Context: an optimization exercise on an open-source flow, tuned for small area, a short achievable clock period and few clock cycles. The choices shown serve that exercise and are no tape-out recipe.
RTL that was checked went through simulation tests only; none was proved equivalent to the original.
No functional check of the RTL was part of runs 1, 4 and 5.
Power is estimated from default activity; no workload was simulated.

==> design/flow/design.v <==
module ipc_core #(
    parameter LEFT_TH              = 2,
    parameter RIGHT_TH             = 1,
    parameter HAZARD_TH            = 1,
    parameter CNT_W                = 16,
    parameter BCNT_W               = 8,
    parameter DIR_W                = 8,
    parameter PERSIST_VERSION      = 16'h0001,
    parameter ADDR_W               = 16,
    parameter STORE_OFFSET         = 0,
    parameter MIN_SAVE_INTERVAL_MS = 32'd10000
) (
    input  wire          clk,
    input  wire          rst,
    input  wire          cmd_valid,
    output wire          cmd_ready,
    input  wire [15:0]   cmd,
    output wire          rsp_valid,
    output wire [3:0]    rsp_status,
    input  wire          flag_1,
    input  wire          flag_2,
    input  wire          flag_buz,
    input  wire [31:0]   now_ms,
    input  wire [31:0]   wall_s,
    output reg  [1:0]    owner,
    output reg           left_led,
    output reg           right_led,
    output reg           buz_out,
    output wire [15:0]   buz_duty,
    output wire [7:0]    pat_byte,
    output reg           pat_valid,
    output reg           nv_req,
    output reg           nv_we,
    output wire [ADDR_W-1:0] nv_addr,
    output wire [7:0]    nv_len,
    output wire [159:0]  nv_wdata,
    input  wire          nv_done,
    input  wire          nv_ok,
    input  wire [159:0]  nv_rdata,
    output wire [15:0]   rec_version,
    output reg  [15:0]   rec_crc,
    output reg  [31:0]   power_on_count,
    output reg  [31:0]   runtime_minutes,
    output reg  [31:0]   service_count,
    output reg  [31:0]   last_service_ts
);
    localparam BPC   = 2;                
    localparam NSTEP = 16 / BPC;
    localparam IW    = (NSTEP > 1) ? $clog2(NSTEP) : 1;
    localparam [1:0] IDLE = 2'd0, LEFT = 2'd1, RIGHT = 2'd2, HAZARD = 2'd3;
    localparam [3:0] ST_OK = 4'h0, ST_CORRUPT = 4'h1, ST_IO_ERROR = 4'h2,
                     ST_NOT_DUE = 4'h3, ST_ILLEGAL = 4'hF;
    localparam [3:0] OP_ARB_TICK = 4'h1, OP_BUZ_DIR = 4'h2, OP_PAT_DIR = 4'h3,
                     OP_PS_LOAD = 4'h8, OP_PS_SAVE_NOW = 4'h9,
                     OP_PS_SAVE_IF_DUE = 4'hA, OP_PS_POWER_ON = 4'hB,
                     OP_PS_MINUTE = 4'hC, OP_PS_SERVICE = 4'hD;
    localparam [15:0] CRC_ZERO = 16'h6A0A;
    localparam [1:0] B_SAVE = 2'd0,      
                     B_NVW  = 2'd1,      
                     B_NVR  = 2'd2,      
                     B_LCHK = 2'd3;      
    reg        rdy;                      
    reg        rsp_v;
    reg [3:0]  rsp_st;
    reg [1:0]  bstate;
    reg        prev_l, prev_r, prev_h;
    reg        sup_l, sup_r, sup_h;
    reg        left_cnt;                 
    reg [3:0]  buz_started, buz_phase, buz_prev;
    reg [3:0]  bcnt0, bcnt1;             
    reg [6:0]  bcnt2;                    
    reg [5:0]  bcnt3;                    
    reg [1:0]  duty_sel;                 
    reg [7:0]  pat_last_dir;
    reg [2:0]  pat_step;
    reg        pat_prev;
    reg        dirty;
    reg [31:0] last_save_ms;
    reg [31:0] now_q;                    
    reg        ver_ok;                   
    reg [15:0] crc_acc;
    reg [IW-1:0] crc_idx;
    reg        crc_run;                  
    reg        crc_val;                  
    wire w_done = !rdy && (bstate == B_NVW) && nv_done;
    assign cmd_ready  = rdy | w_done;
    assign rsp_valid  = rsp_v | w_done;
    assign rsp_status = w_done ? (nv_ok ? ST_OK : ST_IO_ERROR) : rsp_st;
    assign rec_version = PERSIST_VERSION;
    assign nv_wdata = {last_service_ts, service_count, runtime_minutes,
                       power_on_count, crc_acc, rec_version};
    assign nv_addr  = STORE_OFFSET;
    assign nv_len   = 8'd20;
    assign buz_duty = (duty_sel == 2'd1) ? 16'd750 :
                      (duty_sel == 2'd2) ? 16'd200 :
                      (duty_sel == 2'd3) ? 16'd1400 : 16'd0;
    reg [7:0] pat_lo, pat_hi;
    always @(*) begin
        case (pat_step)
            3'd1:    begin pat_lo = 8'h08; pat_hi = 8'h10; end
            3'd2:    begin pat_lo = 8'h0C; pat_hi = 8'h30; end
            3'd3:    begin pat_lo = 8'h0E; pat_hi = 8'h70; end
            3'd4:    begin pat_lo = 8'h0F; pat_hi = 8'hF0; end
            default: begin pat_lo = 8'h00; pat_hi = 8'h00; end
        endcase
    end
    assign pat_byte = ((pat_last_dir == 8'd1 || pat_last_dir == 8'd3) ? pat_lo : 8'h00) |
                      ((pat_last_dir == 8'd2 || pat_last_dir == 8'd3) ? pat_hi : 8'h00);
    wire [127:0] crc_bytes = {last_service_ts, service_count, runtime_minutes,
                              power_on_count};
    wire [8*BPC-1:0] crc_word = crc_bytes[crc_idx*8*BPC +: 8*BPC];
    function [15:0] crc16_byte;
        input [15:0] c_in;
        input [7:0]  b;
        integer k;
        reg [15:0] c;
        begin
            c = c_in ^ {b, 8'h00};
            for (k = 0; k < 8; k = k + 1)
                c = c[15] ? ({c[14:0], 1'b0} ^ 16'h1021) : {c[14:0], 1'b0};
            crc16_byte = c;
        end
    endfunction
    reg [15:0] crc_next;
    integer j;
    always @(*) begin
        crc_next = crc_acc;
        for (j = 0; j < BPC; j = j + 1)
            crc_next = crc16_byte(crc_next, crc_word[8*j +: 8]);
    end
    wire crc_last = crc_run && (crc_idx == NSTEP - 1);
    wire       acc     = cmd_valid & cmd_ready;
    wire [3:0] opcode  = cmd[15:12];
    wire [7:0] operand = cmd[7:0];
    wire       hi0     = (cmd[11:8] == 4'h0);
    wire       op0     = (operand == 8'd0);
    wire do_arb  = acc & hi0 & (opcode == OP_ARB_TICK) & (cmd[7:3] == 5'd0);
    wire do_buz  = acc & hi0 & (opcode == OP_BUZ_DIR);
    wire do_pat  = acc & hi0 & (opcode == OP_PAT_DIR);
    wire do_load = acc & hi0 & op0 & (opcode == OP_PS_LOAD);
    wire do_snow = acc & hi0 & op0 & (opcode == OP_PS_SAVE_NOW);
    wire do_sdue = acc & hi0 & op0 & (opcode == OP_PS_SAVE_IF_DUE);
    wire do_pon  = acc & hi0 & op0 & (opcode == OP_PS_POWER_ON);
    wire do_min  = acc & hi0 & op0 & (opcode == OP_PS_MINUTE);
    wire do_svc  = acc & hi0 & op0 & (opcode == OP_PS_SERVICE);
    wire legal   = do_arb | do_buz | do_pat | do_load | do_snow | do_sdue |
                   do_pon | do_min | do_svc;
    wire due      = dirty && !(w_done && nv_ok) && interval_over(now_ms, last_save_ms);
    wire do_save  = do_snow | (do_sdue & due);       
    function carry32;
        input [31:0] a;
        input [31:0] b;
        input        cin;
        reg [31:0] g, p;
        integer w, k;
        begin
            g = a & b;
            p = a | b;
            for (w = 1; w < 32; w = w * 2)
                for (k = 0; k + w < 32; k = k + 2 * w) begin
                    g[k] = g[k + w] | (p[k + w] & g[k]);
                    p[k] = p[k + w] & p[k];
                end
            carry32 = g[0] | (p[0] & cin);
        end
    endfunction
    function interval_over;
        input [31:0] now;
        input [31:0] last;
        reg [31:0] c, s, k;
        reg        b, c2;
        begin
            c  = 32'd0 - MIN_SAVE_INTERVAL_MS;
            s  = now ^ ~last ^ c;
            k  = (now & ~last) | (now & c) | (~last & c);
            b  = carry32(now, ~last, 1'b1);
            c2 = carry32(s, {k[30:0], 1'b1}, 1'b0);
            interval_over = b ? (c2 & k[31]) : (c2 | k[31]);
        end
    endfunction
    reg [1:0] a_owner;
    reg       a_sup_l, a_sup_r, a_sup_h;
    reg       a_left_led, a_right_led, a_left_cnt;
    reg       b_l, b_r, b_h;
    reg       rise_l, rise_r, rise_h, fall_l, fall_r, fall_h;
    reg       trig_l, trig_r, trig_h;
    always @(*) begin
        b_l = operand[0];
        b_r = operand[1];
        b_h = operand[2];
        a_owner     = owner;
        a_sup_l     = sup_l;
        a_sup_r     = sup_r;
        a_sup_h     = sup_h;
        a_left_led  = left_led;
        a_right_led = right_led;
        a_left_cnt  = left_cnt;
        rise_l = b_l & ~prev_l;  fall_l = ~b_l & prev_l;
        rise_r = b_r & ~prev_r;  fall_r = ~b_r & prev_r;
        rise_h = b_h & ~prev_h;  fall_h = ~b_h & prev_h;
        if (fall_l) a_sup_l = 1'b0;
        if (fall_r) a_sup_r = 1'b0;
        if (fall_h) a_sup_h = 1'b0;
        trig_l = rise_l & ~a_sup_l;
        trig_r = rise_r & ~a_sup_r;
        trig_h = rise_h & ~a_sup_h;
        if (trig_l) begin
            a_owner = LEFT;  a_sup_r = 1'b1; a_sup_h = 1'b1;
            a_left_cnt = 1'b0; a_right_led = 1'b0;
        end
        if (trig_r) begin
            a_owner = RIGHT; a_sup_l = 1'b1; a_sup_h = 1'b1;
            a_left_led = 1'b0;
        end
        if (trig_h) begin
            a_owner = HAZARD; a_sup_l = 1'b1; a_sup_r = 1'b1;
        end
        if (a_owner == LEFT && fall_l) begin
            a_owner = IDLE; a_left_led = 1'b0;
        end else if (a_owner == RIGHT && fall_r) begin
            a_owner = IDLE; a_right_led = 1'b0;
        end else if (a_owner == HAZARD && fall_h) begin
            a_owner = IDLE; a_left_led = 1'b0; a_right_led = 1'b0;
        end
        case (a_owner)
            IDLE: begin
                a_left_led = 1'b0; a_right_led = 1'b0;
                a_left_cnt = 1'b0;
            end
            LEFT: begin
                a_right_led = 1'b0;
                if (a_left_cnt) a_left_led = ~a_left_led;
                a_left_cnt = ~a_left_cnt;
            end
            RIGHT: begin
                a_left_led  = 1'b0;
                a_right_led = ~a_right_led;
            end
            default: begin
                a_left_led  = ~a_left_led;
                a_right_led = a_left_led;
            end
        endcase
    end
    wire       buz_in_range = (operand >= 8'd1) && (operand <= 8'd4);
    wire [1:0] buz_ci       = operand[1:0] - 2'd1;
    wire [3:0] buz_sel      = 4'b0001 << buz_ci;
    wire       buz_step     = (flag_buz != buz_prev[buz_ci]) && buz_started[buz_ci];
    wire       buz_ph       = buz_phase[buz_ci];
    wire [4:0] inc0 = bcnt0 + 1'b1;
    wire [4:0] inc1 = bcnt1 + 1'b1;
    wire [6:0] inc2 = bcnt2 + 1'b1;
    wire [5:0] inc3 = bcnt3 + 1'b1;
    wire [3:0] buz_end = {buz_phase[3] ? (inc3 == 6'd10) : (inc3 == 6'd40),
                          buz_phase[2] ? 1'b1            : (inc2 == 7'd100),
                          buz_phase[1] ? (inc1 == 5'd2)  : (inc1 == 5'd16),
                          buz_phase[0] ? (inc0 == 5'd2)  : (inc0 == 5'd16)};
    wire pat_in_range = (operand >= 8'd1) && (operand <= 8'd3);
    wire pat_flag     = (operand == 8'd2) ? flag_2 : flag_1;
    wire pat_new      = (operand != pat_last_dir);
    wire pat_adv      = !pat_new && pat_in_range && (pat_flag != pat_prev);
    always @(posedge clk) begin
        begin
            rsp_v     <= 1'b0;
            pat_valid <= 1'b0;
            if (crc_run) begin
                crc_acc <= crc_next;
                crc_idx <= crc_idx + 1'b1;
                if (crc_last) begin
                    crc_run <= 1'b0;
                    crc_val <= 1'b1;
                end
            end
            if (!rdy) begin
                case (bstate)
                B_SAVE: begin
                    if (crc_val) begin
                        nv_req  <= 1'b1;
                        nv_we   <= 1'b1;
                        bstate  <= B_NVW;
                    end
                end
                B_NVW: begin
                    rec_crc <= crc_acc;
                    if (nv_done) begin
                        nv_req <= 1'b0;
                        if (nv_ok) begin
                            last_save_ms <= now_q;
                            dirty        <= 1'b0;
                        end
                        rdy <= 1'b1;
                    end
                end
                B_NVR: begin
                    if (nv_done) begin
                        nv_req <= 1'b0;
                        if (nv_ok) begin
                            rec_crc         <= nv_rdata[31:16];
                            power_on_count  <= nv_rdata[63:32];
                            runtime_minutes <= nv_rdata[95:64];
                            service_count   <= nv_rdata[127:96];
                            last_service_ts <= nv_rdata[159:128];
                            ver_ok          <= (nv_rdata[15:0] == PERSIST_VERSION);
                            crc_acc         <= 16'hFFFF;
                            crc_idx         <= {IW{1'b0}};
                            crc_run         <= 1'b1;
                            crc_val         <= 1'b0;
                            bstate          <= B_LCHK;
                        end else begin
                            rec_crc         <= 16'h0000;
                            power_on_count  <= 32'd0;
                            runtime_minutes <= 32'd0;
                            service_count   <= 32'd0;
                            last_service_ts <= 32'd0;
                            crc_acc         <= CRC_ZERO;
                            crc_run         <= 1'b0;
                            crc_val         <= 1'b1;
                            rsp_st      <= ST_CORRUPT;
                            rsp_v           <= 1'b1;
                            rdy             <= 1'b1;
                        end
                    end
                end
                default: begin  
                    if (crc_val) begin
                        if (!ver_ok || crc_acc != rec_crc) begin
                            rec_crc         <= 16'h0000;
                            power_on_count  <= 32'd0;
                            runtime_minutes <= 32'd0;
                            service_count   <= 32'd0;
                            last_service_ts <= 32'd0;
                            crc_acc         <= CRC_ZERO;
                            rsp_st      <= ST_CORRUPT;
                        end else begin
                            rsp_st      <= ST_OK;
                        end
                        rsp_v <= 1'b1;
                        rdy   <= 1'b1;
                    end
                end
                endcase
            end
            if (acc) begin
                rsp_st <= legal ? ST_OK : ST_ILLEGAL;
                rsp_v      <= 1'b1;
            end
            if (do_arb) begin
                owner     <= a_owner;
                sup_l     <= a_sup_l;
                sup_r     <= a_sup_r;
                sup_h     <= a_sup_h;
                left_led  <= a_left_led;
                right_led <= a_right_led;
                left_cnt  <= a_left_cnt;
                prev_l    <= b_l;
                prev_r    <= b_r;
                prev_h    <= b_h;
            end
            if (do_buz) begin
                if (buz_in_range) begin
                    duty_sel <= (buz_ci == 2'd0) ? 2'd1 : buz_ci;
                    if (!buz_started[buz_ci]) begin
                        buz_phase[buz_ci]   <= 1'b1;
                        buz_started[buz_ci] <= 1'b1;
                        buz_prev[buz_ci]    <= flag_buz;
                        buz_out             <= 1'b1;
                        case (buz_ci)
                            2'd0: bcnt0 <= 4'd0;
                            2'd1: bcnt1 <= 4'd0;
                            2'd2: bcnt2 <= 7'd0;
                            default: bcnt3 <= 6'd0;
                        endcase
                    end else if (buz_step) begin
                        buz_prev[buz_ci] <= flag_buz;
                        if (buz_end[buz_ci]) begin
                            buz_phase[buz_ci] <= ~buz_ph;
                            buz_out           <= ~buz_ph;
                        end
                        case (buz_ci)
                            2'd0: bcnt0 <= buz_end[0] ? 4'd0 : inc0[3:0];
                            2'd1: bcnt1 <= buz_end[1] ? 4'd0 : inc1[3:0];
                            2'd2: bcnt2 <= buz_end[2] ? 7'd0 : inc2;
                            default: bcnt3 <= buz_end[3] ? 6'd0 : inc3;
                        endcase
                    end
                end else begin
                    buz_out     <= 1'b0;
                    buz_started <= 4'b0;
                end
            end
            if (do_pat) begin
                if (pat_new) begin
                    pat_step     <= 3'd0;
                    pat_last_dir <= operand;
                    if (pat_in_range) pat_prev <= pat_flag;
                    pat_valid    <= 1'b1;
                end else if (pat_adv) begin
                    pat_prev  <= pat_flag;
                    pat_step  <= (pat_step == 3'd4) ? 3'd0 : pat_step + 3'd1;
                    pat_valid <= 1'b1;
                end
            end
            if (do_min) begin
                runtime_minutes <= runtime_minutes + 32'd1;
                dirty           <= 1'b1;
            end
            if (do_svc) begin
                service_count   <= service_count + 32'd1;
                last_service_ts <= wall_s;
                dirty           <= 1'b1;
            end
            if (do_pon) begin
                power_on_count <= power_on_count + 32'd1;
                dirty          <= 1'b1;
            end
            if (do_min | do_svc | do_pon) begin
                crc_acc <= 16'hFFFF;
                crc_idx <= {IW{1'b0}};
                crc_run <= 1'b1;
                crc_val <= 1'b0;
            end
            if (do_sdue & !due) rsp_st <= ST_NOT_DUE;
            if (do_snow | do_sdue | do_pon) now_q <= now_ms;
            if (do_save & crc_val) begin
                nv_req  <= 1'b1;
                nv_we   <= 1'b1;
                bstate  <= B_NVW;
                rsp_v   <= 1'b0;
                rdy     <= 1'b0;
            end else if (do_save | do_pon) begin
                bstate  <= B_SAVE;
                rsp_v   <= 1'b0;
                rdy     <= 1'b0;
            end
            if (do_load) begin
                crc_run <= 1'b0;                 
                crc_val <= 1'b0;
                nv_req <= 1'b1;
                nv_we  <= 1'b0;
                dirty  <= 1'b0;
                bstate <= B_NVR;
                rsp_v  <= 1'b0;
                rdy    <= 1'b0;
            end
        end
        if (rst) begin
            rdy          <= 1'b1;
            rsp_v        <= 1'b0;
            owner        <= IDLE;
            prev_l       <= 1'b0; prev_r <= 1'b0; prev_h <= 1'b0;
            sup_l        <= 1'b0; sup_r  <= 1'b0; sup_h  <= 1'b0;
            left_led     <= 1'b0;
            right_led    <= 1'b0;
            left_cnt     <= 1'b0;
            buz_started  <= 4'b0;
            buz_out      <= 1'b0;
            duty_sel     <= 2'd0;
            pat_last_dir <= 8'd0;
            pat_valid    <= 1'b0;
            nv_req       <= 1'b0;
            rec_crc         <= 16'h0000;
            power_on_count  <= 32'd0;
            runtime_minutes <= 32'd0;
            service_count   <= 32'd0;
            last_service_ts <= 32'd0;
            dirty           <= 1'b0;
            last_save_ms    <= 32'd0;
            crc_acc      <= CRC_ZERO;
            crc_run      <= 1'b0;
            crc_val      <= 1'b1;
        end
    end
endmodule
==> design/flow/flow/run.sh <==
#!/bin/bash
# The standard layout, with every input and output port buffered by a
# sky130_fd_sc_hd__buf_1 instead of the default port buffer cell.
set -euo pipefail
bash standard.sh BUFFER_PORTS_ARGS="-buffer_cell sky130_fd_sc_hd__buf_1" finish > standard_flow.log 2>&1
==> design/flow/standard.sh <==
#!/bin/bash
# synth_recipe.tcl (not shown) runs the flow's synth.tcl, then flattens the netlist and writes it again
# the make line also repeats each setting of config.mk as NAME=value (left out here)
make -C /OpenROAD-flow-scripts/flow DESIGN_CONFIG=/design/flow/config.mk WORK_HOME=/design/flow/orfs CLKGATE_MAP_FILE= SYNTH_SCRIPT=/design/flow/synth_recipe.tcl "${@:-finish}"
==> design/flow/config.mk <==
export PLATFORM = sky130hd
export DESIGN_NAME = ipc_core
export DESIGN_NICKNAME = ipc_core
export VERILOG_FILES = /design/flow/design.v
export SDC_FILE = /design/flow/constraint.sdc
export NUM_CORES = 4
export LEC_CHECK = 0
export ABC_CLOCK_PERIOD_IN_PS = 3500
export CAP_MARGIN = 20
export CORE_MARGIN = 2
export CORE_UTILIZATION = 50
export PLACE_DENSITY = 0.7
export SETUP_SLACK_MARGIN = 1.0
export SLEW_MARGIN = 20
==> design/flow/constraint.sdc <==
create_clock -name core_clock -period 5.0 [get_ports {clk}]
set_input_delay 1.0000 -clock core_clock [delete_from_list [all_inputs] [get_ports {clk}]]
set_output_delay 1.0000 -clock core_clock [all_outputs]
set_load 0.01 [all_outputs]
==> results of run 1 <==
[repair_timing]
action	in CTS	in global routing
setup endpoints to repair	1	1
pin swaps	0	0
gates resized for setup	1	1
buffers inserted	0	0
hold buffers	0	0
[metal layers]
layer	routed length, um	GRT usage	vias up	part of all wire
met5	26	0	-	0.00033
met4	3844	0.1878	4	0.048
met3	7536	0.07588	176	0.095
met2	35730	0.5561	1185	0.45
met1	32190	0.4734	9567	0.41
li1	-	-	9158	-
[metrics by stage]
stage	std cells	hold slack [ns]	power (uW)	util	area, um2
6_report	3379	0.4586	5707	0.5744	22870
3_5_place_dp	3298	0.4533	2937	0.5418	21580
5_1_grt	3377	0.4787	5854	0.5742	22870
4_1_cts	3364	0.4614	5723	0.5730	22820
2_1_floorplan	2484	0.4306	2803	-	20420
3_3_place_gp	3298	0.4459	2933	0.5418	21580
[registers in the layout, summed over array words and instances (netlist names), 7 cells and up]
name / count
now_q: 32
rec_crc: 16
runtime_minutes: 32
service_count: 32
last_save_ms: 32
bcnt2: 7
crc_acc: 16
last_service_ts: 32
pat_last_dir: 8
power_on_count: 32
[area by class of cell]
type | count | area, um2
flip-flops and latches | 300 | 6668
clock buffers | 52 | 1054
inverters | 107 | 401.6
well taps | 525 | 656.9
fillers | 3803 | 16950
clock inverters | 14 | 185.2
repair buffers | 604 | 2447
diodes | 15 | 37.54
multi-input cells | 1762 | 11420
[path summary, 6_finish.rpt]
check / startpoint / end / cells past startpoint
max: cmd[4] / runtime_minutes[28]$_SDFFE_PP0P_ / 8
min: rsp_st[1]$_SDFFE_PP1P_ / rsp_st[1]$_SDFFE_PP1P_ / 2
max reg2reg: bstate[0]$_SDFFE_PP0P_ / last_service_ts[6]$_SDFFE_PP0P_ / 12
min reg2reg: rsp_st[1]$_SDFFE_PP1P_ / rsp_st[1]$_SDFFE_PP1P_ / 2
[where the power goes]
part,internal (uW),switching (uW),total (uW)
sequential,2480,11.4,2490
combinational,139,270,409
clock,1680,1130,2810
total,4290,1410,5710
[cells by family (layout without fill, tap and decap cells)]
group,count (synthesis),count (layout),synth area share
AND/OR/NAND/NOR,878,878,0.2058
AO/OA/AOI/OAI,527,527,0.1610
buffers and inverters,422,777,0.1180
flip-flops,300,300,0.3301
adder cells (fa/ha/maj),114,114,0.07051
XOR/XNOR,109,109,0.05341
multiplexers,72,72,0.06078
other,2,77,0.0003719
[synthesized netlist by cell type (5+ instances only)]
library cell  count
mux2_2            5
o22ai_1          13
mux4_1           19
a22oi_1          34
nor2_1          222
nor3_1           53
nand3_1         137
o31ai_1          10
nor4_1           23
a311oi_1          5
or2_2            11
or3_1            15
a211o_1           7
xnor2_2           5
nor2b_1          17
mux2i_1          32
and4_1            7
a31oi_1          22
mux4_2           15
a221oi_1         14
nand4_1          24
buf_1             8
dfxtp_1         234
ha_1            113
and3_1           35
o21ai_1           6
nor3b_1          21
xnor2_1          51
buf_2            13
a2111oi_0        15
o21a_1            6
nand2b_1         11
clkbuf_1         94
a21oi_1         197
a211oi_1         34
and2_1           21
buf_4           196
xor2_1           46
o21ai_0         111
o211ai_1          6
edfxtp_1         66
nand2_1         260
inv_1           105
[critical path: stages]
cell and delay [ns]:
buf_1 0.11, or4_4 0.58, or3_4 0.38, nor3_2 0.55
nand3_1 0.46, nand2_1 0.55, a21oi_1 0.12, a2111oi_0 0.40
==> flow_summary.yaml, run 1 <==
placed_design:
  post-place-ws_ns: 0.8286
  port_buffers: 567
  post-dp-hpwl_um: 60380
  place_congestion: 0.9816
logic_synthesis:
  async_flop_share: 0
  ys_warn_count: 1
  synth_edf_count: 66
  ys_seq_area_frac: 0.3301
  synthTopCellsByArea: "dfxtp_1, edfxtp_1, buf_4"
  synth.distinct_cells: 88
  yosys.area.top_type_share: 0.2320
  synth_area_um2: 20190
  synth_seq_cells: 300
  synth_top_area_cell: "dfxtp_1"
  synthFlopType: "dfxtp_1"
  syn_inst: 2424
  syn_area_per_cell_um2: 8.331
final_layout:
  nets: 3173
  mostFrequentLayoutCell: "buf_1"
  mostFrequentLayoutCells: "buf_1, nand2_1, dfxtp_1"
  area_delta_synth_final_pct: 13.27
  drive_gt1_frac: 0.05495
cts:
  numCtsBuffers: 37
  clk_transition_reported_paths_ns: 0.06
  cts_buffer_depth: 3
  clkSinkCount: 300
  cts_tree: "yes"
  ctsRootBufferMaster: "clkbuf_16"
  worst_skew_pair.late_latency_ns: 0.56
  cts_htree_levels: 2
global_routing:
  grt.overflow.total: 0
  grt_pass1_vias: 18170
  grt_max_degree: 99
  grt_pass1_wl_um: 113400
  antenna_found_initial: 20
  grt_usage: 0.3600
timing:
  finalSetupViolCount: 0
  fin_ws_ns: 1.264
  min_period_ns: 3.737
  hold_viol: 0
  skew_ns: 0.02885
  drv_slew: 0
  worst-slew-pin-transition_ns: 1.095
  fin_crit_sh: 0.7473
  finalSetupTns_ns: 0
  clock.fmax_ghz: 0.2676
  grt_setup_unrepaired: "false"
  slew_headroom: 0.2703
drt:
  vias: 20090
  viasPerCell: 5.946
  ant_nets: 0
  drcViolationCount: 0
  drt_wl_total_um: 79330
  wire_per_inst_um: 23.48
  first_pass_iters: 8
  first_iter_violations: 2139
die:
  core_um2: 39820
  io_pins: 630
  die-height_um: 205.0
  die_x_um: 205.0
  start_util: 0.5071
  fp-row-count: 73
  die-area_um2: 42010
critical_path:
  worstSetupStartpointType: "input pin"
  worstPathArrival_ns: 4.16
  crit_path_max_fanout: 13
  worst_setup_path_end_kind: "flip-flop"
  path_class: "input pin to flip-flop"
  rrSetupSlack_ns: 1.33
  required_ns: 5.43
power_and_ir_drop:
  powerDensity_nw_per_um2: 249.5
  irDropWorstVdd_uv: 206.8
  total_leakage_power_uw: 0.008456
outcome:
  status: "complete, no violations"
min_path:
  hold_class: "flip-flop to flip-flop"
run:
  maxCapViolCount: 0
==> run 2: changes to the inputs <==
--- a/design/flow/design.v
+++ b/design/flow/design.v
@@ -46,7 +46,7 @@
 );
     localparam BPC   = 2;                
     localparam NSTEP = 16 / BPC;
-    localparam IW    = (NSTEP > 1) ? $clog2(NSTEP) : 1;
+    localparam IW    = 3;                
     localparam [1:0] IDLE = 2'd0, LEFT = 2'd1, RIGHT = 2'd2, HAZARD = 2'd3;
     localparam [3:0] ST_OK = 4'h0, ST_CORRUPT = 4'h1, ST_IO_ERROR = 4'h2,
                      ST_NOT_DUE = 4'h3, ST_ILLEGAL = 4'hF;
@@ -274,7 +274,7 @@
             if (!rdy) begin
                 case (bstate)
                 B_SAVE: begin
-                    if (crc_val) begin
+                    if (crc_val | crc_last) begin
                         nv_req  <= 1'b1;
                         nv_we   <= 1'b1;
                         bstate  <= B_NVW;
@@ -421,7 +421,7 @@
             end
             if (do_sdue & !due) rsp_st <= ST_NOT_DUE;
             if (do_snow | do_sdue | do_pon) now_q <= now_ms;
-            if (do_save & crc_val) begin
+            if (do_save & (crc_val | crc_last)) begin
                 nv_req  <= 1'b1;
                 nv_we   <= 1'b1;
                 bstate  <= B_NVW;
==> flow_summary.yaml, run 2 <==
power_and_ir_drop:
  irDropWorstVdd_uv: 235.0
  total_leakage_power_uw: 0.008223
  powerDensity_nw_per_um2: 255.0
final_layout:
  fillCellCount: 3731
  mostFrequentLayoutCell: "buf_1"
  final_core_util: 0.5728
  drive_gt1_frac: 0.05065
  seq_area_um2: 6668
  area_delta_synth_final_pct: 13.70
  mostFrequentLayoutCells: "buf_1, nand2_1, nor2_1"
  nets: 3116
  stdcell_count: 3337
  multi_input_area_um2: 11120
global_routing:
  antenna_found_initial: 38
  grt_pass1_wl_um: 115500
  grt_pass1_vias: 18140
  grt.overflow.total: 0
  grt_usage: 0.3721
  grt_max_degree: 96
logic_synthesis:
  synth_most_common_cell: "nand2_1"
  ys_warn_count: 1
  synth_area_um2: 19920
  synth_seq_cells: 300
  synth_edf_count: 66
  synth.distinct_cells: 78
  synthFlopType: "dfxtp_1"
  ys_seq_area_frac: 0.3346
  synth_top_area_cell: "dfxtp_1"
  syn_area_per_cell_um2: 8.371
  syn_inst: 2380
  yosys.area.top_type_share: 0.2351
  synthTopCellsByCount: "nand2_1, nor2_1, dfxtp_1, buf_4, a21oi_1"
  synthTopCellsByArea: "dfxtp_1, edfxtp_1, buf_4"
  async_flop_share: 0
timing:
  drv_slew: 0
  fin_crit_sh: 0.7438
  whs_ns: 0.4603
  slew_headroom: 0.2454
  grt_setup_unrepaired: "false"
  clock.fmax_ghz: 0.2689
  worst-slew-pin-transition_ns: 1.130
  skew_ns: 0.02451
  min_period_ns: 3.719
  finalSetupTns_ns: 0
  hold_viol: 0
  finalSetupViolCount: 0
critical_path:
  crit_family: "buffers and inverters"
  worstPathArrival_ns: 2.72
  crit_path_max_fanout: 33
  worstSetupStartpointType: "input pin"
  path_class: "input pin to primary output"
  slowest_delay_ns: 0.42
  rrSetupSlack_ns: 1.44
  cp_cell_sequence: "buf_1 > inv_1 > nor2_1 > and3_1 > buf_4 > nor2_1 > buf_1"
  required_ns: 4.00
  critPathSlowestCell: "nor2_1"
  worst-path-buf-inv: 4
  worst_setup_path_end_kind: "primary output"
outcome:
  status: "complete, no violations"
die:
  die-height_um: 203.6
  core_um2: 39550
  io_pins: 630
  start_util: 0.5038
  fp-row-count: 73
  die-area_um2: 41460
  die_x_um: 203.6
run:
  maxCapViolCount: 0
cts:
  postCtsSetupBuffers: 0
  cts_buffer_depth: 3
  clkSinkCount: 300
  clk_transition_reported_paths_ns: 0.06
  worst_skew_pair.late_latency_ns: 0.56
  cts_htree_levels: 2
  postCtsHoldBufs: 0
  cts_resized: 0
  cts_tree: "yes"
  numCtsBuffers: 38
  ctsRootBufferMaster: "clkbuf_16"
drt:
  wire_per_inst_um: 24.11
  ant_nets: 0
  first_iter_violations: 2191
  vias: 19960
  drt_wl_total_um: 80450
  first_pass_iters: 6
  viasPerCell: 5.983
  drcViolationCount: 0
placed_design:
  dp.cells: 3240
  port_buffers: 567
  post-dp-hpwl_um: 61620
  place_congestion: 0.9874
min_path:
  hold_class: "flip-flop to flip-flop"
==> run 2: cell count changes after synthesis, sizes merged, moves of 8 or more <==
cell	previous run	this run
a2111oi	15	4
nor2	222	241
buf	221	213
clkbuf	94	103
a21oi	198	170
nand3	137	102
a222oi	2	12
a211oi	34	21
a311oi	5	40
and3	35	43
a221oi	14	29
==> run 2: worst register-to-register path: stages (launching register included) <==
cell and delay (ns):
dfxtp_1 0.67, nand3_1 0.31, nor3_1 0.55, nand3_1 0.25
nor4_1 0.83, nand3_1 0.20, or4_1 0.51, a31oi_1 0.17
==> run 2: final timing paths <==
path | startpoint | to | depth (start not counted)
max | nv_done | rsp_status[1] | 7
min | rsp_st[2]$_SDFFE_PP0P_ | rsp_st[2]$_SDFFE_PP0P_ | 2
max reg2reg | runtime_minutes[0]$_SDFFE_PP0P_ | runtime_minutes[31]$_SDFFE_PP0P_ | 7
min reg2reg | rsp_st[2]$_SDFFE_PP0P_ | rsp_st[2]$_SDFFE_PP0P_ | 2
==> run 2: cells by family after synthesis <==
family / synth area share
buffers and inverters: 0.1206
DFF: 0.3346
muxes: 0.06135
AOI/OAI and AO/OA: 0.1579
adders and majority gates: 0.07297
xor gates and xnor gates: 0.05313
other: 0.0003769
and+or+nand+nor: 0.1991
==> run 2: report_power, final <==
part	switching [uW]	leakage [uW]	internal [uW]
Clock	1140	0.000662	1840
Combinational	208	0.00507	105
Sequential	2.71	0.00249	2470
==> run 2: area by class of cell <==
type | instances | area share
inverters | 115 | 0.01905
clock buffers | 52 | 0.04976
repair buffers | 591 | 0.1037
diodes | 28 | 0.003093
flip-flops and latches | 300 | 0.2943
well taps | 525 | 0.02900
clock inverters | 17 | 0.01005
multi-input cells | 1709 | 0.4910
==> run 2: routing by layer <==
layer / vias up / routed length, um / track usage / part of all wire
met3: 205 / 8045 / 0.08533 / 0.10
met5: - / 37 / 0 / 0.00046
met1: 9515 / 31120 / 0.4727 / 0.39
met4: 6 / 5137 / 0.2195 / 0.064
li1: 9019 / - / - / -
met2: 1219 / 36110 / 0.5785 / 0.45
==> run 2: metrics by stage <==
stage          worst slack [ns]  instance area, um2  total power, uW
2_1_floorplan             1.014               20150             2722
3_3_place_gp              1.053               21220             2828
3_5_place_dp             0.9776               21220             2833
4_1_cts                   1.272               22580             5800
5_1_grt                   1.148               22640             5927
6_report                  1.281               22650             5777
Testbench counts of run 2, summed over its fixed seeds: cycles 25,579.
==> run 3: changes to the inputs <==
==> design/flow/config.mk (replaced) <==
export PLATFORM = sky130hd
export DESIGN_NAME = ipc_core
export DESIGN_NICKNAME = ipc_core
export VERILOG_FILES = /design/flow/design.v
export SDC_FILE = /design/flow/constraint.sdc
export NUM_CORES = 4
export LEC_CHECK = 0
export CAP_MARGIN = 20
export CORE_MARGIN = 2
export CORE_UTILIZATION = 50
export PLACE_DENSITY = 0.7
export SETUP_SLACK_MARGIN = 1.8
export SLEW_MARGIN = 20
==> flow_summary.yaml, run 3 <==
placed_design:
  post_dp_cell_area_um2: 21300
  port_buffers: 567
  post-dp-hpwl_um: 60140
  place_congestion: 1.006
timing:
  finalSetupTns_ns: 0
  min_period_ns: 3.116
  worst-slew-pin-transition_ns: 1.302
  clock.fmax_ghz: 0.3209
  grt_setup_unrepaired: "true"
  whs_ns: 0.4752
  fin_crit_sh: 0.6232
  finalSetupViolCount: 0
  drv_slew: 0
  skew_ns: 0.02412
  hold_viol: 0
  slew_headroom: 0.1322
global_routing:
  met3_usage: 0.07814
  grt.overflow.total: 0
  grt_pass1_wl_um: 113200
  grtUsageMet2: 0.5425
  grt_use_met1: 0.4823
  grt_max_degree: 179
  antenna_found_initial: 36
  grt_pass1_vias: 18050
  busiest_layer: "met2"
  grt_usage: 0.3648
critical_path:
  slowest_delay_ns: 0.46
  r2r_cells: 9
  worstSetupStartpointType: "input pin"
  crit_family: "simple AND/OR/NAND/NOR gates"
  worstPathArrival_ns: 3.56
  required_ns: 5.44
  path_class: "input pin to flip-flop"
  worst_setup_path_end_kind: "flip-flop"
  crit_path_max_fanout: 23
  worst-path-buf-inv: 1
  path_depth: 8
  cp_cell_sequence: "buf_1 > nor4_4 > or3b_4 > nor3_2 > nand3_4 > nor3_1 > a211oi_1 > a2111oi_0"
  critPathSlowestCell: "or3b_4"
logic_synthesis:
  async_flop_share: 0
  syn_area_per_cell_um2: 8.371
  synth_area_um2: 19920
  synth.distinct_cells: 78
  synthTopCellsByArea: "dfxtp_1, edfxtp_1, buf_4"
  ys_warn_count: 1
  ys_seq_area_frac: 0.3346
  syn_inst: 2380
  synth_top_area_cell: "dfxtp_1"
  yosys.area.top_type_share: 0.2351
  synthTopCellsByCount: "nand2_1, nor2_1, dfxtp_1, buf_4, a21oi_1"
  synth_most_common_cell: "nand2_1"
  synth_edf_count: 66
  synth_seq_cells: 300
  synthFlopType: "dfxtp_1"
final_layout:
  final_core_util: 0.5879
  area_delta_synth_final_pct: 16.70
  nets: 3150
  mostFrequentLayoutCell: "buf_1"
  mostFrequentLayoutCells: "buf_1, nand2_1, nor2_1"
  design_area_um2: 23250
  drive_gt1_frac: 0.08526
power_and_ir_drop:
  irDropWorstVdd_uv: 240.9
  total_leakage_power_uw: 0.008459
  powerDensity_nw_per_um2: 233.8
drt:
  vias: 20140
  wire_per_inst_um: 23.80
  viasPerCell: 5.980
  drt_wl_total_um: 80170
  first_pass_iters: 8
  first_iter_violations: 2308
  ant_nets: 0
  drcViolationCount: 0
cts:
  ctsRootBufferMaster: "clkbuf_16"
  numCtsBuffers: 36
  cts_htree_levels: 2
  postCtsHoldBufs: 0
  cts_tree: "yes"
  clkSinkCount: 300
  cts_buffer_depth: 3
  clk_transition_reported_paths_ns: 0.06
  worst_skew_pair.late_latency_ns: 0.56
min_path:
  min_path_cells: 2
  hold_class: "flip-flop to flip-flop"
die:
  io_pins: 630
  die-height_um: 203.6
  core_um2: 39550
  fp-row-count: 73
  start_util: 0.5038
  die_x_um: 203.6
  die-area_um2: 41460
outcome:
  status: "complete, no violations"
run:
  maxCapViolCount: 0
## run 3: final timing paths
| check | end | startpoint | slack (ns) |
|---|---|---|---|
| max | service_count[18]$_SDFFE_PP0P_ | cmd[4] | 1.88 |
| min | prev_r$_SDFFE_PP0P_ | prev_r$_SDFFE_PP0P_ | 0.48 |
| max reg2reg | last_service_ts[16]$_SDFFE_PP0P_ | bstate[1]$_SDFFE_PP1P_ | 1.92 |
| min reg2reg | prev_r$_SDFFE_PP0P_ | prev_r$_SDFFE_PP0P_ | 0.48 |
## run 3: cells by family after synthesis
group | share of synthesized area
flip-flops | 0.3346
AND/OR/NAND/NOR | 0.1991
adder cells (fa/ha/maj) | 0.07297
XOR/XNOR | 0.05313
multiplexers | 0.06135
buffers and inverters | 0.1206
AO/OA/AOI/OAI | 0.1579
other | 0.0003769
## run 3: worst reg2reg max path, delay by kind of cell, from the launching register on
kind,cells,cell delay [ns]
buffers and inverters,3,0.64
adder cells (fa/ha/maj),1,0.20
AO/OA/AOI/OAI,3,1.11
AND/OR/NAND/NOR,2,0.61
flip-flops,1,0.41
## run 3: where the power goes
group          internal (uW)  switching (uW)
clock                   1540            1090
combinational            111             214
sequential              2470            2.84
## run 3: per-layer routing
metal	share of wire	vias up
li1	-	9076
met1	0.40	9654
met2	0.45	1218
met3	0.10	189
met4	0.054	4
met5	0.00020	-
## run 3: timing repair
| action | 4_1_cts | 5_1_grt |
|---|---|---|
| gates cloned | 1 | 2 |
| gates resized for setup | 20 | 67 |
| buffers inserted | 9 | 27 |
| pin swaps | 2 | 19 |
| endpoints found under the hold margin | 0 | 0 |
| setup endpoints to repair | 133 | 168 |
## run 3: through the flow
step	setup slack [ns]	power, uW	cells
3_5_place_dp	0.8296	2835	3237
5_1_grt	1.748	5588	3366
4_1_cts	1.646	5451	3311
2_1_floorplan	1.687	2726	2440
3_3_place_gp	0.9002	2830	3237
6_report	1.884	5437	3368
## run 3: layout make-up
class,count,area (um2)
tap,525,656.9
antenna,28,70.07
clock inverter,9,85.08
fill,3699,16300
timing repair buffer,624,2719
multi-input combinational,1712,11530
clock buffer,55,1079
inverter,115,436.7
sequential,300,6676
==> run 4: changes to the inputs <==
--- a/design/flow/design.v
+++ b/design/flow/design.v
@@ -123,6 +123,7 @@
     endfunction
     reg [15:0] crc_next;
     integer j;
+    integer i;
     always @(*) begin
         crc_next = crc_acc;
         for (j = 0; j < BPC; j = j + 1)
@@ -242,11 +243,10 @@
             end
         endcase
     end
-    wire       buz_in_range = (operand >= 8'd1) && (operand <= 8'd4);
-    wire [1:0] buz_ci       = operand[1:0] - 2'd1;
-    wire [3:0] buz_sel      = 4'b0001 << buz_ci;
-    wire       buz_step     = (flag_buz != buz_prev[buz_ci]) && buz_started[buz_ci];
-    wire       buz_ph       = buz_phase[buz_ci];
+    wire [3:0] buz_sel      = {operand == 8'd4, operand == 8'd3,
+                               operand == 8'd2, operand == 8'd1};
+    wire       buz_in_range = |buz_sel;
+    wire [3:0] buz_edge     = {4{flag_buz}} ^ buz_prev;
     wire [4:0] inc0 = bcnt0 + 1'b1;
     wire [4:0] inc1 = bcnt1 + 1'b1;
     wire [6:0] inc2 = bcnt2 + 1'b1;
@@ -358,31 +358,31 @@
             end
             if (do_buz) begin
                 if (buz_in_range) begin
-                    duty_sel <= (buz_ci == 2'd0) ? 2'd1 : buz_ci;
-                    if (!buz_started[buz_ci]) begin
-                        buz_phase[buz_ci]   <= 1'b1;
-                        buz_started[buz_ci] <= 1'b1;
-                        buz_prev[buz_ci]    <= flag_buz;
-                        buz_out             <= 1'b1;
-                        case (buz_ci)
-                            2'd0: bcnt0 <= 4'd0;
-                            2'd1: bcnt1 <= 4'd0;
-                            2'd2: bcnt2 <= 7'd0;
-                            default: bcnt3 <= 6'd0;
-                        endcase
-                    end else if (buz_step) begin
-                        buz_prev[buz_ci] <= flag_buz;
-                        if (buz_end[buz_ci]) begin
-                            buz_phase[buz_ci] <= ~buz_ph;
-                            buz_out           <= ~buz_ph;
+                    duty_sel <= buz_sel[3] ? 2'd3 : buz_sel[2] ? 2'd2 : 2'd1;
+                    for (i = 0; i < 4; i = i + 1) begin
+                        if (buz_sel[i]) begin
+                            if (!buz_started[i]) begin
+                                buz_phase[i]   <= 1'b1;
+                                buz_started[i] <= 1'b1;
+                                buz_prev[i]    <= flag_buz;
+                                buz_out        <= 1'b1;
+                            end else if (buz_edge[i]) begin
+                                buz_prev[i] <= flag_buz;
+                                if (buz_end[i]) begin
+                                    buz_phase[i] <= ~buz_phase[i];
+                                    buz_out      <= ~buz_phase[i];
+                                end
+                            end
                         end
-                        case (buz_ci)
-                            2'd0: bcnt0 <= buz_end[0] ? 4'd0 : inc0[3:0];
-                            2'd1: bcnt1 <= buz_end[1] ? 4'd0 : inc1[3:0];
-                            2'd2: bcnt2 <= buz_end[2] ? 7'd0 : inc2;
-                            default: bcnt3 <= buz_end[3] ? 6'd0 : inc3;
-                        endcase
                     end
+                    if (buz_sel[0] && (!buz_started[0] || buz_edge[0]))
+                        bcnt0 <= (!buz_started[0] || buz_end[0]) ? 4'd0 : inc0[3:0];
+                    if (buz_sel[1] && (!buz_started[1] || buz_edge[1]))
+                        bcnt1 <= (!buz_started[1] || buz_end[1]) ? 4'd0 : inc1[3:0];
+                    if (buz_sel[2] && (!buz_started[2] || buz_edge[2]))
+                        bcnt2 <= (!buz_started[2] || buz_end[2]) ? 7'd0 : inc2;
+                    if (buz_sel[3] && (!buz_started[3] || buz_edge[3]))
+                        bcnt3 <= (!buz_started[3] || buz_end[3]) ? 6'd0 : inc3;
                 end else begin
                     buz_out     <= 1'b0;
                     buz_started <= 4'b0;
--- a/design/flow/config.mk
+++ b/design/flow/config.mk
@@ -8,6 +8,7 @@
 export CAP_MARGIN = 20
 export CORE_MARGIN = 2
 export CORE_UTILIZATION = 50
+export CTS_BUF_LIST = sky130_fd_sc_hd__clkbuf_4 sky130_fd_sc_hd__clkbuf_8
 export PLACE_DENSITY = 0.7
-export SETUP_SLACK_MARGIN = 1.8
+export SETUP_SLACK_MARGIN = 1.0
 export SLEW_MARGIN = 20
==> flow_summary.yaml, run 4 <==
outcome:
  status: "complete, no violations"
critical_path:
  worstSetupStartpointType: "input pin"
  endpoint: "buz_phase[0]$_SDFFCE_PN1P_"
  path_class: "input pin to flip-flop"
  crit_path_start: "cmd[9]"
  rrSetupSlack_ns: 1.24
  worstPathArrival_ns: 4.20
  worst_setup_path_end_kind: "flip-flop"
  crit_path_max_fanout: 7
  reg2reg_to: "crc_acc[14]$_SDFF_PP1_"
  r2r_cells: 11
  regToRegStartpoint: "crc_idx[1]$_SDFF_PP0_"
  required_ns: 5.36
timing:
  finalSetupTns_ns: 0
  grt_setup_unrepaired: "false"
  worst-slew-pin-transition_ns: 1.080
  skew_ns: 0.02749
  clock.fmax_ghz: 0.2606
  slew_headroom: 0.2792
  finalSetupViolCount: 0
  drv_slew: 0
  fin_crit_sh: 0.7673
  hold_viol: 0
  min_period_ns: 3.837
final_layout:
  nets: 3139
  mostFrequentLayoutCells: "buf_1, nand2_1, dfxtp_1"
  final_core_util: 0.5689
  drive_gt1_frac: 0.07178
  fillCellCount: 3766
  area_delta_synth_final_pct: 13.03
  mostFrequentLayoutCell: "buf_1"
logic_synthesis:
  synth-compound-area-share: 0.1515
  synth_area_um2: 19910
  ys_seq_area_frac: 0.3349
  synthTopCellsByCount: "nand2_1, dfxtp_1, a21oi_1, nor2_1, buf_4"
  synth_adder_area_share: 0.06813
  syn_area_per_cell_um2: 8.333
  syn_inst: 2389
  synth.distinct_cells: 95
  synth_top_area_cell: "dfxtp_1"
  synth_top_family_by_area: "simple AND/OR/NAND/NOR gates"
  synth_most_common_cell: "nand2_1"
  synth_edf_count: 66
  yosys.area.top_type_share: 0.2353
  synth_seq_cells: 300
  synthTopCellsByArea: "dfxtp_1, edfxtp_1, buf_4"
  synthFlopType: "dfxtp_1"
  muxShareOfSynthArea: 0.05889
  synthSimpleGateAreaFrac: 0.2180
  async_flop_share: 0
  synth_xor_area_frac: 0.04934
  ys_warn_count: 1
die:
  die_x_um: 203.5
  die-area_um2: 41420
  die-height_um: 203.5
  io_pins: 630
  fp-row-count: 73
  start_util: 0.5033
  core_um2: 39550
drt:
  first_pass_iters: 8
  vias: 19990
  ant_nets: 0
  wire_per_inst_um: 24.46
  drt_wl_total_um: 82470
  first_iter_violations: 2200
  drcViolationCount: 0
  viasPerCell: 5.927
cts:
  clk_transition_reported_paths_ns: 0.07
  cts_buffer_depth: 3
  ctsRootBufferMaster: "clkbuf_8"
  numCtsBuffers: 54
  worst_skew_pair.late_latency_ns: 0.66
  postCtsHoldBufs: 0
  cts_tree: "yes"
  clkSinkCount: 300
  cts_htree_levels: 2
min_path:
  hp-start: "rsp_st[1]$_SDFFE_PP1P_"
  hold_class: "flip-flop to flip-flop"
global_routing:
  antenna_found_initial: 26
  grt_pass1_vias: 18140
  grt.overflow.total: 0
  grt_usage: 0.3813
  grt_max_degree: 146
  grt_pass1_wl_um: 116400
placed_design:
  port_buffers: 567
  place_congestion: 0.9744
  post-dp-hpwl_um: 63230
power_and_ir_drop:
  powerDensity_nw_per_um2: 240.1
  irDropWorstVdd_uv: 168.6
  total_leakage_power_uw: 0.008384
run:
  maxCapViolCount: 0
==> run 4: timing repair <==
action	in CTS	in global routing
resized for setup	0	2
setup buffers	0	0
endpoints found under the hold margin	0	0
endpoints found under the setup margin	0	9
==> run 4: how the worst min path moves through the flow <==
stage / end / slack, ns / cells after the start
after floorplan: rsp_st[1]$_SDFFE_PP1P_ / 0.43 / 2
after global placement: rsp_st[1]$_SDFFE_PP1P_ / 0.45 / 2
after detailed placement: rsp_st[1]$_SDFFE_PP1P_ / 0.47 / 2
after CTS: rsp_st[1]$_SDFFE_PP1P_ / 0.48 / 2
after global routing: last_save_ms[3]$_SDFFE_PP0P_ / 0.50 / 2
final: rsp_st[1]$_SDFFE_PP1P_ / 0.47 / 2
==> run 4: routing by layer <==
metal | wire length (um) | part of all wire | up-vias | track usage
li1 | - | - | 9005 | -
met1 | 30780 | 0.37 | 9472 | 0.4711
met2 | 37580 | 0.46 | 1282 | 0.5965
met3 | 8249 | 0.10 | 224 | 0.07702
met4 | 5849 | 0.071 | 2 | 0.2703
met5 | 11 | 0.00013 | - | 0
==> run 4: power by group <==
group / internal [uW] / switching, uW / leakage [uW] / total [uW]
registers: 2470 / 2.59 / 0.00252 / 2470
logic: 89.6 / 183 / 0.00522 / 273
clock network: 1530 / 1120 / 0.000652 / 2660
==> run 4: cells by family (layout without fill, tap and decap cells) <==
| family | after synthesis | count (layout) |
|---|---|---|
| buf+inv | 418 | 797 |
| other cells | 2 | 81 |
| simple gates | 880 | 880 |
| mux | 74 | 74 |
| flops | 300 | 300 |
| fa+ha+maj | 109 | 109 |
| compound gates | 505 | 505 |
| xor+xnor | 101 | 101 |
==> run 4: through the flow <==
stage          total power (uW)  hold slack, ns  std cells  worst slack (ns)  instance area (um2)
3_3_place_gp               2789          0.4528       3254            0.7182                21200
6_report                   5403          0.4728       3372             1.163                22500
2_1_floorplan              2691          0.4299       2449             1.288                20130
3_5_place_dp               2791          0.4671       3254            0.6582                21200
5_1_grt                    5542          0.4989       3371             1.043                22500
4_1_cts                    5415          0.4757       3353             1.143                22440
==> run 4: cell type report <==
type	count	area, um2	area share
well taps	525	656.9	0.02919
multi-input cells	1731	11150	0.4954
repair buffers	593	2352	0.1045
clock inverters	18	192.7	0.008564
diodes	19	47.55	0.002113
flip-flops and latches	300	6670	0.2964
inverters	105	394.1	0.01752
clock buffers	81	1040	0.04621
==> run 4: critical path, stage by stage <==
cell	delay (ns)
buf_1	0.07
nor4_1	0.45
nand3_1	0.48
nor3_1	0.51
nand2_1	0.25
nor2_1	0.35
nand2_1	0.26
a211oi_1	0.59
and2_1	0.23
==> run 5: changes to the inputs <==
--- a/design/flow/config.mk
+++ b/design/flow/config.mk
@@ -8,7 +8,6 @@
 export CAP_MARGIN = 20
 export CORE_MARGIN = 2
 export CORE_UTILIZATION = 50
-export CTS_BUF_LIST = sky130_fd_sc_hd__clkbuf_4 sky130_fd_sc_hd__clkbuf_8
 export PLACE_DENSITY = 0.7
-export SETUP_SLACK_MARGIN = 1.0
+export SETUP_SLACK_MARGIN = 2.5
 export SLEW_MARGIN = 20
==> flow_summary.yaml, run 5 <==
outcome:
  status: "complete, no violations"
drt:
  first_iter_violations: 3327
  ant_nets: 0
  drt_wl_total_um: 99270
  wire_per_inst_um: 27.67
  vias: 22740
  drcViolationCount: 0
  viasPerCell: 6.338
  first_pass_iters: 8
global_routing:
  grt.overflow.total: 0
  grt_pass1_wl_um: 133600
  grt_usage: 0.4347
  antenna_found_initial: 27
  grt_pass1_vias: 20820
  grt_max_degree: 108
power_and_ir_drop:
  internal_power_uw: 4232
  pwr-share-comb: 0.064
  powerDensity_nw_per_um2: 200.6
  switchingPower_uw: 1390
  irDropWorstVdd_uv: 188.6
  swShare: 0.2472
  pwr-share-seq: 0.439
  clock_power_share: 0.497
  total_leakage_power_uw: 0.01082
logic_synthesis:
  async_flop_share: 0
  ys_warn_count: 1
  synthTopCellsByArea: "dfxtp_1, edfxtp_1, buf_4"
  synth_most_common_cell: "nand2_1"
  ys_seq_area_frac: 0.3349
  synthTopCellsByCount: "nand2_1, dfxtp_1, a21oi_1, nor2_1, buf_4"
  synth_top_area_cell: "dfxtp_1"
  synth_edf_count: 66
  yosys.area.top_type_share: 0.2353
  syn_area_per_cell_um2: 8.333
  syn_inst: 2389
  synth.distinct_cells: 95
  synthFlopType: "dfxtp_1"
  synth_area_um2: 19910
  synth_seq_cells: 300
critical_path:
  worst-path-buf-inv: 3
  slowest_delay_ns: 0.57
  reg2reg_to: "service_count[31]$_SDFFE_PP0P_"
  critPathSlowestCell: "or4_4"
  crit_path_max_fanout: 4
  regToRegStartpoint: "service_count[13]$_SDFFE_PP0P_"
  path_class: "input pin to flip-flop"
  crit_family: "simple AND/OR/NAND/NOR gates"
  rrSetupSlack_ns: 1.63
  required_ns: 5.46
  cpMostUsedCell: "a21oi_1"
  r2r_cells: 10
  worstPathArrival_ns: 3.88
  cp_cell_sequence: "buf_8 > or4_4 > or3_4 > buf_12 > buf_6 > nor3b_4 > a21oi_1 > or3_1 > a21oi_2 > a21oi_1 > or3_1 > a21oi_1"
  worstSetupStartpointType: "input pin"
  worst_setup_path_end_kind: "flip-flop"
timing:
  clock.fmax_ghz: 0.2921
  drv_slew: 0
  worst-slew-pin-transition_ns: 1.119
  finalSetupViolCount: 0
  skew_ns: 0.02119
  min_period_ns: 3.423
  finalSetupTns_ns: 0
  slew_headroom: 0.2541
  hold_viol: 0
  fin_crit_sh: 0.6847
  grt_setup_unrepaired: "true"
  whs_ns: 0.4736
placed_design:
  port_buffers: 567
  post-dp-hpwl_um: 63310
  dp.cells: 3253
  place_congestion: 1.011
cts:
  cts_tree: "yes"
  clkSinkCount: 300
  ctsRootBufferMaster: "clkbuf_16"
  cts_htree_levels: 2
  numCtsBuffers: 36
  worst_skew_pair.late_latency_ns: 0.55
  cts_buffer_depth: 3
  clk_transition_reported_paths_ns: 0.06
  postCtsHoldBufs: 0
final_layout:
  drive_gt1_frac: 0.2808
  stdcell_count: 3588
  mostFrequentLayoutCells: "buf_1, nand2_1, dfxtp_1"
  area_delta_synth_final_pct: 40.79
  mostFrequentLayoutCell: "buf_1"
  nets: 3367
  final_core_util: 0.7086
die:
  die-height_um: 203.5
  fp-row-count: 73
  start_util: 0.5033
  die-area_um2: 41420
  io_pins: 630
  core_um2: 39550
  die_x_um: 203.5
run:
  maxCapViolCount: 0
min_path:
  hp-start: "prev_h$_SDFFE_PP0P_"
  hold_class: "flip-flop to flip-flop"
  min_to: "prev_h$_SDFFE_PP0P_"
  min_path_cells: 2
==> run 5: cell counts after synthesis <==
No cell type changed its count.
==> run 5: worst max path at each step <==
stage	start	endpoint	slack [ns]	cells past startpoint
after global placement	cmd[4]	runtime_minutes[27]$_SDFFE_PP0P_	0.87	11
after detailed placement	cmd[4]	runtime_minutes[27]$_SDFFE_PP0P_	0.80	11
after CTS	cmd[7]	runtime_minutes[15]$_SDFFE_PP0P_	1.70	11
after global routing	cmd[7]	buz_out$_SDFFE_PP0P_	1.47	12
final	cmd[7]	buz_out$_SDFFE_PP0P_	1.58	12
after floorplan	cmd[4]	runtime_minutes[15]$_SDFFE_PP0P_	1.52	11
==> run 5: kinds of logic (layout without fill, tap and decap cells) <==
family                   after synthesis  count (layout)  synth area share
adder cells (fa/ha/maj)              109             109           0.06813
multiplexers                          74              74           0.05889
buffers and inverters                418            1006            0.1189
other                                  2              84         0.0003773
AND/OR/NAND/NOR                      880             883            0.2180
XOR/XNOR                             101             101           0.04934
AO/OA/AOI/OAI                        505             506            0.1515
flip-flops                           300             300            0.3349
==> run 5: through the flow <==
step / setup slack (ns) / power, uW / area [um2]
floorplan: 1.522 / 2699 / 20490
global placement: 0.8715 / 2800 / 21490
detailed placement: 0.8002 / 2803 / 21490
CTS: 1.700 / 5572 / 26350
global route: 1.474 / 5735 / 28020
finish: 1.577 / 5622 / 28030
==> run 5: what timing repair did <==
action,CTS,global route
gates resized for setup,527,242
setup endpoints to repair,279,287
pin swaps,204,132
buffers inserted,165,62
endpoints found under the hold margin,0,0
gates cloned,16,4
==> run 5: tightest hold or removal path: stages, from the launching register on <==
cell and delay [ns]:
dfxtp_1 0.32, nand2_1 0.06, a21oi_1 0.05
==> run 5: area by class of cell <==
class	count	area, um2
antenna	22	55.05
clock buffer	49	1051
clock inverter	17	172.7
fill	2990	11520
inverter	105	409.1
multi-input combinational	1735	13590
sequential	300	6711
tap	525	656.9
timing repair buffer	835	5375
==> run 5: power groups by stage <==
stage               combinational, uW  sequential (uW)  clock (uW)
floorplan                         174             2520           0
global placement                  274             2530           0
detailed placement                278             2530           0
CTS                               324             2470        2780
global route                      380             2470        2880
finish                            360             2470        2790
==> run 5: metal layers <==
metal | vias to the layer above | part of all wire | track usage
li1 | 9495 | - | -
met1 | 10720 | 0.33 | 0.4939
met2 | 1912 | 0.43 | 0.6772
met3 | 606 | 0.12 | 0.1154
met4 | 4 | 0.12 | 0.3798
met5 | - | 0.00021 | 0
==> run 6: changes to the inputs <==
--- a/design/flow/design.v
+++ b/design/flow/design.v
@@ -255,10 +255,11 @@
                           buz_phase[2] ? 1'b1            : (inc2 == 7'd100),
                           buz_phase[1] ? (inc1 == 5'd2)  : (inc1 == 5'd16),
                           buz_phase[0] ? (inc0 == 5'd2)  : (inc0 == 5'd16)};
-    wire pat_in_range = (operand >= 8'd1) && (operand <= 8'd3);
-    wire pat_flag     = (operand == 8'd2) ? flag_2 : flag_1;
-    wire pat_new      = (operand != pat_last_dir);
-    wire pat_adv      = !pat_new && pat_in_range && (pat_flag != pat_prev);
+    wire last_in_range = (pat_last_dir >= 8'd1) && (pat_last_dir <= 8'd3);
+    wire last_flag     = (pat_last_dir == 8'd2) ? flag_2 : flag_1;
+    wire new_flag      = (operand[1:0] == 2'd2) ? flag_2 : flag_1;
+    wire pat_new       = (operand != pat_last_dir);
+    wire pat_adv       = !pat_new && last_in_range && (last_flag != pat_prev);
     always @(posedge clk) begin
         begin
             rsp_v     <= 1'b0;
@@ -392,10 +393,10 @@
                 if (pat_new) begin
                     pat_step     <= 3'd0;
                     pat_last_dir <= operand;
-                    if (pat_in_range) pat_prev <= pat_flag;
+                    pat_prev     <= new_flag;
                     pat_valid    <= 1'b1;
                 end else if (pat_adv) begin
-                    pat_prev  <= pat_flag;
+                    pat_prev  <= last_flag;
                     pat_step  <= (pat_step == 3'd4) ? 3'd0 : pat_step + 3'd1;
                     pat_valid <= 1'b1;
                 end
--- a/design/flow/config.mk
+++ b/design/flow/config.mk
@@ -7,7 +7,7 @@
 export LEC_CHECK = 0
 export CAP_MARGIN = 20
 export CORE_MARGIN = 2
-export CORE_UTILIZATION = 50
-export PLACE_DENSITY = 0.7
-export SETUP_SLACK_MARGIN = 2.5
+export CORE_UTILIZATION = 60
+export PLACE_DENSITY = 0.75
+export SETUP_SLACK_MARGIN = 1.6
 export SLEW_MARGIN = 20
==> flow_summary.yaml, run 6 <==
critical_path:
  slowest_delay_ns: 0.25
  r2r_cells: 10
  critPathSlowestCell: "and3_1"
  worstPathArrival_ns: 2.35
  path_depth: 7
  crit_path_max_fanout: 33
  worst-path-buf-inv: 4
  cp_cell_sequence: "buf_1 > inv_1 > nor2_4 > and3_1 > buf_12 > nor2_1 > buf_1"
  worstSetupStartpointType: "input pin"
  required_ns: 4.00
  cpMostUsedCell: "buf_1"
  path_class: "input pin to primary output"
  crit_family: "buffers and inverters"
  worst_setup_path_end_kind: "primary output"
logic_synthesis:
  async_flop_share: 0
  ys_seq_area_frac: 0.3377
  synth_edf_count: 66
  synthTopCellsByArea: "dfxtp_1, edfxtp_1, buf_4"
  synth_area_um2: 19740
  syn_area_per_cell_um2: 8.443
  synth_top_area_cell: "dfxtp_1"
  yosys.area.top_type_share: 0.2373
  synthTopCellsByCount: "nand2_1, dfxtp_1, nor2_1, buf_4, a21oi_1"
  synth_seq_cells: 300
  ys_warn_count: 1
  syn_inst: 2338
  synth.distinct_cells: 78
  synthFlopType: "dfxtp_1"
  synth_most_common_cell: "nand2_1"
drt:
  drcViolationCount: 0
  first_iter_violations: 2518
  drt_wl_total_um: 80980
  wire_per_inst_um: 25.12
  first_pass_iters: 7
  ant_nets: 0
  vias: 20100
  viasPerCell: 6.237
die:
  io_pins: 630
  die-height_um: 185.4
  fp-row-count: 66
  start_util: 0.6082
  core_um2: 32450
  die_x_um: 185.4
  die-area_um2: 34370
cts:
  ctsRootBufferMaster: "clkbuf_16"
  clkSinkCount: 300
  clk_transition_reported_paths_ns: 0.06
  cts_buffer_depth: 3
  worst_skew_pair.late_latency_ns: 0.53
  cts_tree: "yes"
  cts_htree_levels: 2
  numCtsBuffers: 35
  postCtsHoldBufs: 0
global_routing:
  grt_pass1_vias: 17910
  grt.overflow.total: 0
  antenna_found_initial: 42
  grt_max_degree: 205
  grt_pass1_wl_um: 113800
  grt_usage: 0.4522
run:
  maxCapViolCount: 0
placed_design:
  post-place-ws_ns: 0.9818
  post_dp_cell_area_um2: 20960
  port_buffers: 567
  post-dp-hpwl_um: 61870
  place_congestion: 0.9920
final_layout:
  area_delta_synth_final_pct: 13.39
  nets: 3074
  design_area_um2: 22380
  mostFrequentLayoutCell: "buf_1"
  drive_gt1_frac: 0.06450
  mostFrequentLayoutCells: "buf_1, nand2_1, dfxtp_1"
timing:
  hold_viol: 0
  drv_slew: 0
  fin_crit_sh: 0.6698
  finalSetupViolCount: 0
  skew_ns: 0.01894
  finalSetupTns_ns: 0
  grt_setup_unrepaired: "true"
  worst-slew-pin-transition_ns: 1.357
  fin_ws_ns: 1.651
  clock.fmax_ghz: 0.2986
  whs_ns: 0.4426
  min_period_ns: 3.349
  slew_headroom: 0.09551
power_and_ir_drop:
  irDropWorstVdd_uv: 233.6
  total_leakage_power_uw: 0.008122
  powerDensity_nw_per_um2: 234.6
min_path:
  min_path_cells: 2
  hold_class: "flip-flop to flip-flop"
outcome:
  status: "complete, no violations"
-- run 6: cell count changes after synthesis, moves of 15 or more --
cell | previous run | this run
nor3_1 | 35 | 50
o21ai_0 | 102 | 70
a311oi_1 | 4 | 44
a21oi_1 | 218 | 189
nand3_1 | 139 | 95
a221oi_1 | 5 | 26
-- run 6: report_power, final --
part           switching (uW)  internal [uW]  total [uW]
sequential               1.55           2470        2470
clock                    1080           1430        2510
combinational             178           92.1         270
-- run 6: repair_timing --
action                     4_1_cts  5_1_grt
setup buffers                    1        9
pin swaps                        1        2
setup endpoints to repair       38      117
gates resized for setup          8       32
-- run 6: cells by family (layout without fill, tap and decap cells) --
logic type               count (synthesis)  in the layout  share of synthesized area
AO/OA/AOI/OAI                          483            483                     0.1576
XOR/XNOR                               110            110                    0.05331
adder cells (fa/ha/maj)                110            110                    0.06922
buffers and inverters                  426            772                     0.1202
flip-flops                             300            300                     0.3377
multiplexers                            73             73                    0.05927
other                                    2             99                  0.0003805
AND/OR/NAND/NOR                        834            834                     0.2023
-- run 6: layout make-up --
type,count,area (um2)
Antenna cell,37,92.59
Clock buffer,49,978.4
Clock inverter,12,107.6
Fill cell,2816,10070
Inverter,104,390.4
Multi-Input combinational cell,1672,11110
Sequential cell,300,6671
Tap cell,442,553.0
Timing Repair Buffer,607,2481
-- run 6: stage by stage --
| step | std cells | utilization | power [uW] |
|---|---|---|---|
| detailed placement | 3115 | 0.6458 | 2782 |
| CTS | 3177 | 0.6802 | 5231 |
| floorplan | 2398 | - | 2690 |
| global route | 3217 | 0.6892 | 5354 |
| global placement | 3115 | 0.6458 | 2778 |
| finish | 3223 | 0.6897 | 5251 |
-- run 6: routing by layer --
| layer | routed length (um) | track usage |
|---|---|---|
| met5 | 56 | 0 |
| met4 | 9164 | 0.4298 |
| met3 | 9408 | 0.1062 |
| met2 | 34510 | 0.6691 |
| met1 | 27840 | 0.5373 |
-- run 6: worst paths after layout --
path              slack [ns]                              to                     startpoint
setup reg to reg        1.76  service_count[30]$_SDFFE_PP0P_  service_count[0]$_SDFFE_PP0P_
hold reg to reg         0.44          rsp_st[2]$_SDFFE_PP0P_         rsp_st[2]$_SDFFE_PP0P_
setup / recovery        1.65                   rsp_status[1]                        nv_done
hold / removal          0.44          rsp_st[2]$_SDFFE_PP0P_         rsp_st[2]$_SDFFE_PP0P_
-- run 6: tightest hold or removal path, cell delays in order, from the launching register on --
cell and delay, ns:
dfxtp_1 0.30, nand2_1 0.05, nand2_1 0.04
Testbench counts of run 6, summed over its fixed seeds: cycles 25,579.

==> static timing again, ports no longer ideal <==
Ports are ideal in the flow. The routed layouts listed here were re-timed in OpenROAD.
Step 1 (the two cells are an assumption about what drives the block):
set clk [get_ports {clk}]
set_driving_cell -lib_cell sky130_fd_sc_hd__clkbuf_16 $clk
set_driving_cell -lib_cell sky130_fd_sc_hd__buf_2 [delete_from_list [all_inputs] $clk]
Step 2 also shifts input and output timing later by t, the mid clock arrival at the registers, as if the neighbouring blocks saw the same clock.
Slacks: ideal ports / drivers / drivers and shift; pairs: ideal ports / drivers.
| run | t, ns | setup slack, ns | hold WS [ns] | worst register clock-pin slew, ns | cell pins on the clock port's net |
|---|---|---|---|---|---|
| run 1 | 0.607 | 1.263 / 1.274 / 0.693 | 0.459 / 0.459 / 0.459 | 0.06 / 0.06 | 1 |
| run 2 | 0.609 | 1.281 / 1.234 / 0.851 | 0.460 / 0.460 / 0.460 | 0.06 / 0.06 | 1 |
| run 3 | 0.613 | 1.884 / 1.827 / 1.310 | 0.475 / 0.475 / 0.475 | 0.06 / 0.06 | 1 |
| run 4 | 0.698 | 1.163 / 1.195 / 0.498 | 0.473 / 0.473 / 0.473 | 0.07 / 0.07 | 1 |
| run 5 | 0.602 | 1.577 / 1.592 / 0.990 | 0.474 / 0.474 / 0.474 | 0.07 / 0.07 | 1 |
| run 6 | 0.581 | 1.651 / 1.578 / 1.131 | 0.443 / 0.443 / 0.443 | 0.06 / 0.06 | 1 |
After both steps every run listed still meets setup and hold. The setup slack of run 4, which loses most, moves by +0.032 ns with the drivers and by -0.665 ns with both steps.
